Background: an optimization exercise with open tools, aiming at small area, a short achievable clock period and few clock cycles per item. Do not read the settings as production practice.
The RTL was checked by simulation tests, not by an equivalence proof against the original design.
No activity file was given, so power comes from the tool's default toggle rates.

Setup of yarrow:
// jmp
module jmp (
    input  wire        clk,
    input  wire        rst,           
    input  wire        load,
    input  wire [31:0] load_size,
    input  wire        start,
    input  wire        setq,
    input  wire [7:0]  setq_val,
    output wire        mem_re,
    output wire [31:0] mem_addr,
    input  wire [7:0]  mem_rdata,
    output wire        qt_we,
    output wire [10:0] qt_addr,
    output wire [7:0]  qt_wdata,
    output wire [15:0] status,
    output wire [31:0] size_o,
    output wire [7:0]  qfactor,
    output wire [31:0] offset_o,
    output wire [7:0]  width_blocks,
    output wire [7:0]  height_blocks,
    output wire [7:0]  type_o,
    output wire        precision,
    output wire [15:0] restart_interval,
    output wire [31:0] header_len,
    output wire [31:0] scan_off,
    output wire [31:0] scan_len
);
Size: roughly 1800 cells after synthesis, roughly 330 I/O pins.
==> flow/config.mk <==
export PLATFORM = sky130hd
export DESIGN_NAME = jmp
export DESIGN_NICKNAME = jmp
export VERILOG_FILES = /design/flow/design.v
export SDC_FILE = /design/flow/constraint.sdc
export NUM_CORES = 4
export LEC_CHECK = 0
export CAP_MARGIN = 20
export CORE_MARGIN = 2
export CORE_UTILIZATION = 55
export CTS_BUF_LIST = sky130_fd_sc_hd__clkbuf_8
export PLACE_DENSITY = 0.65
export SETUP_SLACK_MARGIN = 4.9
export SLEW_MARGIN = 20
export TNS_END_PERCENT = 0
==> flow/constraint.sdc <==
create_clock -name core_clock -period 8.0 [get_ports {clk}]
set_input_delay 1.6000 -clock core_clock [delete_from_list [all_inputs] [get_ports {clk}]]
set_output_delay 1.6000 -clock core_clock [all_outputs]
set_load 0.01 [all_outputs]
standard.sh (not shown) runs the stock make flow with config.mk's settings and CLKGATE_MAP_FILE= SYNTH_SCRIPT=/design/flow/synth_recipe.tcl, a recipe that flattens the netlist after the stock synthesis.
==> flow/flow/run.sh <==
#!/bin/bash
# The standard layout (the standard.sh: standard synthesis, floorplan, place, CTS, route,
# finish), with the I/O port buffers made from sky130_fd_sc_hd__buf_1 instead of the default
# cell buffer_ports picks. Every port still gets its own buffer.
set -euo pipefail
bash standard.sh "BUFFER_PORTS_ARGS=-buffer_cell sky130_fd_sc_hd__buf_1" finish > standard_make.log 2>&1
Testbench counts of yarrow, summed over its fixed seeds: cycles 78,442, items 320.
Edits applied to the flow inputs when going from yarrow to lagoon:
==> flow/flow/run.sh <==
#!/bin/bash
# The standard layout (the standard.sh: standard synthesis, floorplan, place, CTS, route,
# finish), with two changes to how it is built:
#  - the I/O port buffers are sky130_fd_sc_hd__buf_1 instead of the cell buffer_ports picks
#    by default; every port still gets its own buffer;
#  - clock tree synthesis inserts no dummy loads.
set -euo pipefail
bash standard.sh \
  "BUFFER_PORTS_ARGS=-buffer_cell sky130_fd_sc_hd__buf_1" \
  "CTS_ARGS=-sink_clustering_enable -repair_clock_nets -dont_use_dummy_load -sink_clustering_size 14 -sink_clustering_max_diameter 60 -buf_list sky130_fd_sc_hd__clkbuf_8" \
  finish > standard_make.log 2>&1
diff --git a/flow/config.mk b/flow/config.mk
--- a/flow/config.mk
+++ b/flow/config.mk
@@ -10,5 +10,5 @@
 export CORE_UTILIZATION = 55
-export CTS_BUF_LIST = sky130_fd_sc_hd__clkbuf_8
+export GPL_TIMING_DRIVEN = 0
 export PLACE_DENSITY = 0.65
-export SETUP_SLACK_MARGIN = 4.9
+export SETUP_SLACK_MARGIN = 4.6
 export SLEW_MARGIN = 20
[summary]
The final layouts of yarrow and lagoon pass the timing, design-rule and antenna checks.
As of lagoon, maximum clock frequency had fallen by a few percent compared to yarrow.
lagoon gives more global-route usage than yarrow did.
Diff yarrow -> lagoon | power per cell area | down by more than 10%
Master of the slowest instance on the critical path = sky130_fd_sc_hd__o31ai_1: lagoon; master of the slowest instance on the critical path = sky130_fd_sc_hd__fa_2: yarrow
yarrow → lagoon: post-route cell area rose by 1.3%; headroom to the max-slew limit decreased by 16 points relative to the old numbers; number of optimization iterations in the first detailed-route pass grew by 2.
The inputs of ember differ from those of lagoon as listed below.
==> flow/flow/run.sh <==
#!/bin/bash
# The standard layout (the standard.sh: standard synthesis, floorplan, place, CTS, route,
# finish), with the I/O port buffers made from sky130_fd_sc_hd__buf_1 instead of the default
# cell buffer_ports picks. Every port still gets its own buffer.
set -euo pipefail
bash standard.sh "BUFFER_PORTS_ARGS=-buffer_cell sky130_fd_sc_hd__buf_1" finish > standard_make.log 2>&1
diff --git a/flow/config.mk b/flow/config.mk
--- a/flow/config.mk
+++ b/flow/config.mk
@@ -10,3 +10,2 @@
 export CORE_UTILIZATION = 55
-export GPL_TIMING_DRIVEN = 0
 export PLACE_DENSITY = 0.65
==> results.txt <==
- In the tables for ember and lagoon, final cell count reads lower with ember.
- Measured against ember, the via count of the first global-routing pass of lagoon comes out at 1.09 times the reference value.
- lagoon vs ember, critical path capture point: st[0] vs offset[19]
- Wire length down 8.9 mm in ember wrt lagoon
Here is what was changed in the inputs of maple compared with ember.
==> flow/flow/run.sh <==
#!/bin/bash
# The standard layout (the standard.sh: standard synthesis, floorplan, place, CTS, route,
# finish), with two changes to how it is built:
#  - the I/O port buffers are sky130_fd_sc_hd__buf_1 instead of the cell buffer_ports picks
#    by default; every port still gets its own buffer;
#  - clock tree synthesis inserts no dummy loads.
set -euo pipefail
bash standard.sh \
  "BUFFER_PORTS_ARGS=-buffer_cell sky130_fd_sc_hd__buf_1" \
  "CTS_ARGS=-sink_clustering_enable -repair_clock_nets -dont_use_dummy_load -sink_clustering_size 24 -sink_clustering_max_diameter 80 -buf_list sky130_fd_sc_hd__clkbuf_16" \
  finish > standard_make.log 2>&1
diff --git a/flow/config.mk b/flow/config.mk
--- a/flow/config.mk
+++ b/flow/config.mk
@@ -10,2 +10,3 @@
 export CORE_UTILIZATION = 55
+export CTS_BUF_LIST = sky130_fd_sc_hd__clkbuf_8
 export PLACE_DENSITY = 0.65
Findings:
- Taking ember as the reference point, the number of cells on the critical path of maple falls by 4.
- maple vs. ember: worst supply voltage drop on vdd up about 18%; fmax went down.

---

jmp again, from the RTL that the note above started with.
clock: 8.0 ns
lec_check: 0
cap_margin: 20
core_margin: 2
core_utilization: 55
cts_buf_list: sky130_fd_sc_hd__clkbuf_8
place_density: 0.65
setup_slack_margin: 4.6
slew_margin: 20
tns_end_percent: 0
==> flow/flow/run.sh <==
#!/bin/bash
# The standard layout (the standard.sh: standard synthesis, floorplan, place, CTS, route,
# finish), with two changes to how it is built:
#  - the I/O port buffers are sky130_fd_sc_hd__buf_2 instead of the cell buffer_ports picks
#    by default; every port still gets its own buffer;
#  - clock tree synthesis inserts no dummy loads.
set -euo pipefail
bash standard.sh \
  "BUFFER_PORTS_ARGS=-buffer_cell sky130_fd_sc_hd__buf_2" \
  "CTS_ARGS=-sink_clustering_enable -repair_clock_nets -dont_use_dummy_load -sink_clustering_size 14 -sink_clustering_max_diameter 60 -buf_list sky130_fd_sc_hd__clkbuf_8" \
  finish > standard_make.log 2>&1
The baseline finished clean.
Testbench counts at the start, summed over its fixed seeds: cycles 78,442, items 320.
==> next run, changes <==
==> flow/flow/run.sh (replaced) <==
#!/bin/bash
# The standard layout (the standard.sh: standard synthesis, floorplan, place, CTS, route,
# finish), with the I/O port buffers made from sky130_fd_sc_hd__buf_1 instead of the default
# cell buffer_ports picks. Every port still gets its own buffer.
set -euo pipefail
bash standard.sh "BUFFER_PORTS_ARGS=-buffer_cell sky130_fd_sc_hd__buf_1" finish > standard_make.log 2>&1
Setup slack improves by 0.11 ns. Sequential share of layout area is lower by 0.26 points. Cell count is higher by 2.4%. Final area is higher by 0.75%. Worst hold slack gets better by 0.012 ns. Clock skew came out lower by 0.022 ns. Clock power rises by 63%. Routed wire length hardly moves.
==> next run, changes <==
==> flow/flow/run.sh (replaced) <==
#!/bin/bash
# The standard layout (the standard.sh: standard synthesis, floorplan, place, CTS, route,
# finish), with two changes to how it is built:
#  - the I/O port buffers are sky130_fd_sc_hd__buf_1 instead of the cell buffer_ports picks
#    by default; every port still gets its own buffer;
#  - clock tree synthesis inserts no dummy loads.
set -euo pipefail
bash standard.sh \
  "BUFFER_PORTS_ARGS=-buffer_cell sky130_fd_sc_hd__buf_1" \
  "CTS_ARGS=-sink_clustering_enable -repair_clock_nets -dont_use_dummy_load -sink_clustering_size 14 -sink_clustering_max_diameter 60 -buf_list sky130_fd_sc_hd__clkbuf_8" \
  finish > standard_make.log 2>&1
--- a/flow/config.mk
+++ b/flow/config.mk
@@ -9,7 +9,6 @@
 export CORE_MARGIN = 2
 export CORE_UTILIZATION = 55
-export CTS_BUF_LIST = sky130_fd_sc_hd__clkbuf_8
 export PLACE_DENSITY = 0.65
-export SETUP_SLACK_MARGIN = 4.6
+export SETUP_SLACK_MARGIN = 4.45
 export SLEW_MARGIN = 20
 export TNS_END_PERCENT = 0
=> Sequential cell count does not change. Count of clock-buffer cells in the layout came out lower by 20. Die area stays the same. Sequential power is about the same. Hold slack is about the same. Final cell count came out lower by 2.5%. Total power came out lower by about 15%. Synthesized cell count stays the same. Worst setup slack gets worse by 0.15 ns. Via count came out lower by about 1.8%.
==> next run, changes <==
==> flow/flow/run.sh (replaced) <==
#!/bin/bash
# The standard layout (the standard.sh: standard synthesis, floorplan, place, CTS, route,
# finish), with the I/O port buffers made from sky130_fd_sc_hd__buf_1 instead of the default
# cell buffer_ports picks. Every port still gets its own buffer.
set -euo pipefail
bash standard.sh "BUFFER_PORTS_ARGS=-buffer_cell sky130_fd_sc_hd__buf_1" finish > standard_make.log 2>&1
--- a/flow/config.mk
+++ b/flow/config.mk
@@ -9,6 +9,6 @@
 export CORE_MARGIN = 2
 export CORE_UTILIZATION = 55
+export CTS_BUF_LIST = sky130_fd_sc_hd__clkbuf_8
 export PLACE_DENSITY = 0.65
-export SETUP_SLACK_MARGIN = 4.45
+export SETUP_SLACK_MARGIN = 4.3
 export SLEW_MARGIN = 20
-export TNS_END_PERCENT = 0
Final area is higher by a few percent.
Combinational power climbs by a few percent.
Hold slack degrades by 0.011 ns.
Power rises by about a fifth.
Clock skew drops by 0.037 ns.
Core utilization went up by 2.9 points.
Wire length increases slightly.
Global-route usage rises by 0.21 points.
==> next run, changes <==
==> flow/flow/run.sh (replaced) <==
#!/bin/bash
# The standard layout (the standard.sh: standard synthesis, floorplan, place, CTS, route,
# finish), with two changes to how it is built:
#  - the I/O port buffers are sky130_fd_sc_hd__buf_1 instead of the cell buffer_ports picks
#    by default; every port still gets its own buffer;
#  - clock tree synthesis inserts no dummy loads.
set -euo pipefail
bash standard.sh \
  "BUFFER_PORTS_ARGS=-buffer_cell sky130_fd_sc_hd__buf_1" \
  "CTS_ARGS=-sink_clustering_enable -repair_clock_nets -dont_use_dummy_load -sink_clustering_size 14 -sink_clustering_max_diameter 60 -buf_list sky130_fd_sc_hd__clkbuf_8" \
  finish > standard_make.log 2>&1
--- a/flow/config.mk
+++ b/flow/config.mk
@@ -11,4 +11,5 @@
 export CTS_BUF_LIST = sky130_fd_sc_hd__clkbuf_8
 export PLACE_DENSITY = 0.65
-export SETUP_SLACK_MARGIN = 4.3
+export SETUP_SLACK_MARGIN = 4.6
 export SLEW_MARGIN = 20
+export TNS_END_PERCENT = 0
- The new run produced a clean layout
- final cell count is lower by 2.0%
- utilization drops by 2.3 points
- synthesized area does not change
- setup slack gains 0.039 ns
- sequential share of layout area grows by 1.3 points
- via count came out lower by 1.5%
- non-clock buffer count came out higher by 3
- wire length decreases by 1.4%
- clock skew increases by 0.019 ns
- die area is unchanged
- cell area falls by 3.5%

[what the ideal ports hide]
The results above use ideal ports. As a check the final layouts listed here were re-extracted and re-timed, cells and wires unchanged. Step 1 (the two cells are an assumption about what drives the block):
set clk [get_ports {clk}]
set_driving_cell -lib_cell sky130_fd_sc_hd__clkbuf_16 $clk
set_driving_cell -lib_cell sky130_fd_sc_hd__buf_2 [delete_from_list [all_inputs] $clk]
Step 2 adds t to the input delays and takes it off the output delays; t is the mean of the earliest and latest rising clock arrival at the registers after step 1. Input paths then give back, and output paths get back, about the clock's delay inside the block. Slacks: ideal / step 1 / step 2; pairs: ideal / step 1.
run	t, ns	setup slack, ns	hold slack, ns
yarrow	0.615	4.399 / 4.402 / 3.787	0.423 / 0.423 / 0.423
lagoon	0.631	4.226 / 4.226 / 3.621	0.364 / 0.364 / 0.364
ember	0.609	4.354 / 4.384 / 3.774	0.411 / 0.411 / 0.411
maple	0.544	4.274 / 4.305 / 3.761	0.439 / 0.439 / 0.439
the first run of note 2	0.640	4.276 / 4.302 / 3.662	0.391 / 0.391 / 0.391
the second run of note 2	0.631	4.389 / 4.418 / 3.787	0.404 / 0.404 / 0.404
the third run of note 2	0.640	4.235 / 4.235 / 3.646	0.403 / 0.403 / 0.403
the fourth run of note 2	0.635	4.332 / 4.350 / 3.715	0.392 / 0.392 / 0.392
the fifth run of note 2	0.643	4.371 / 4.398 / 3.755	0.428 / 0.428 / 0.428
After both steps setup and hold are still met in every run listed. The setup slack of the fourth run of note 2, which loses most, moves by +0.018 ns with the drivers and by -0.617 ns with both steps.
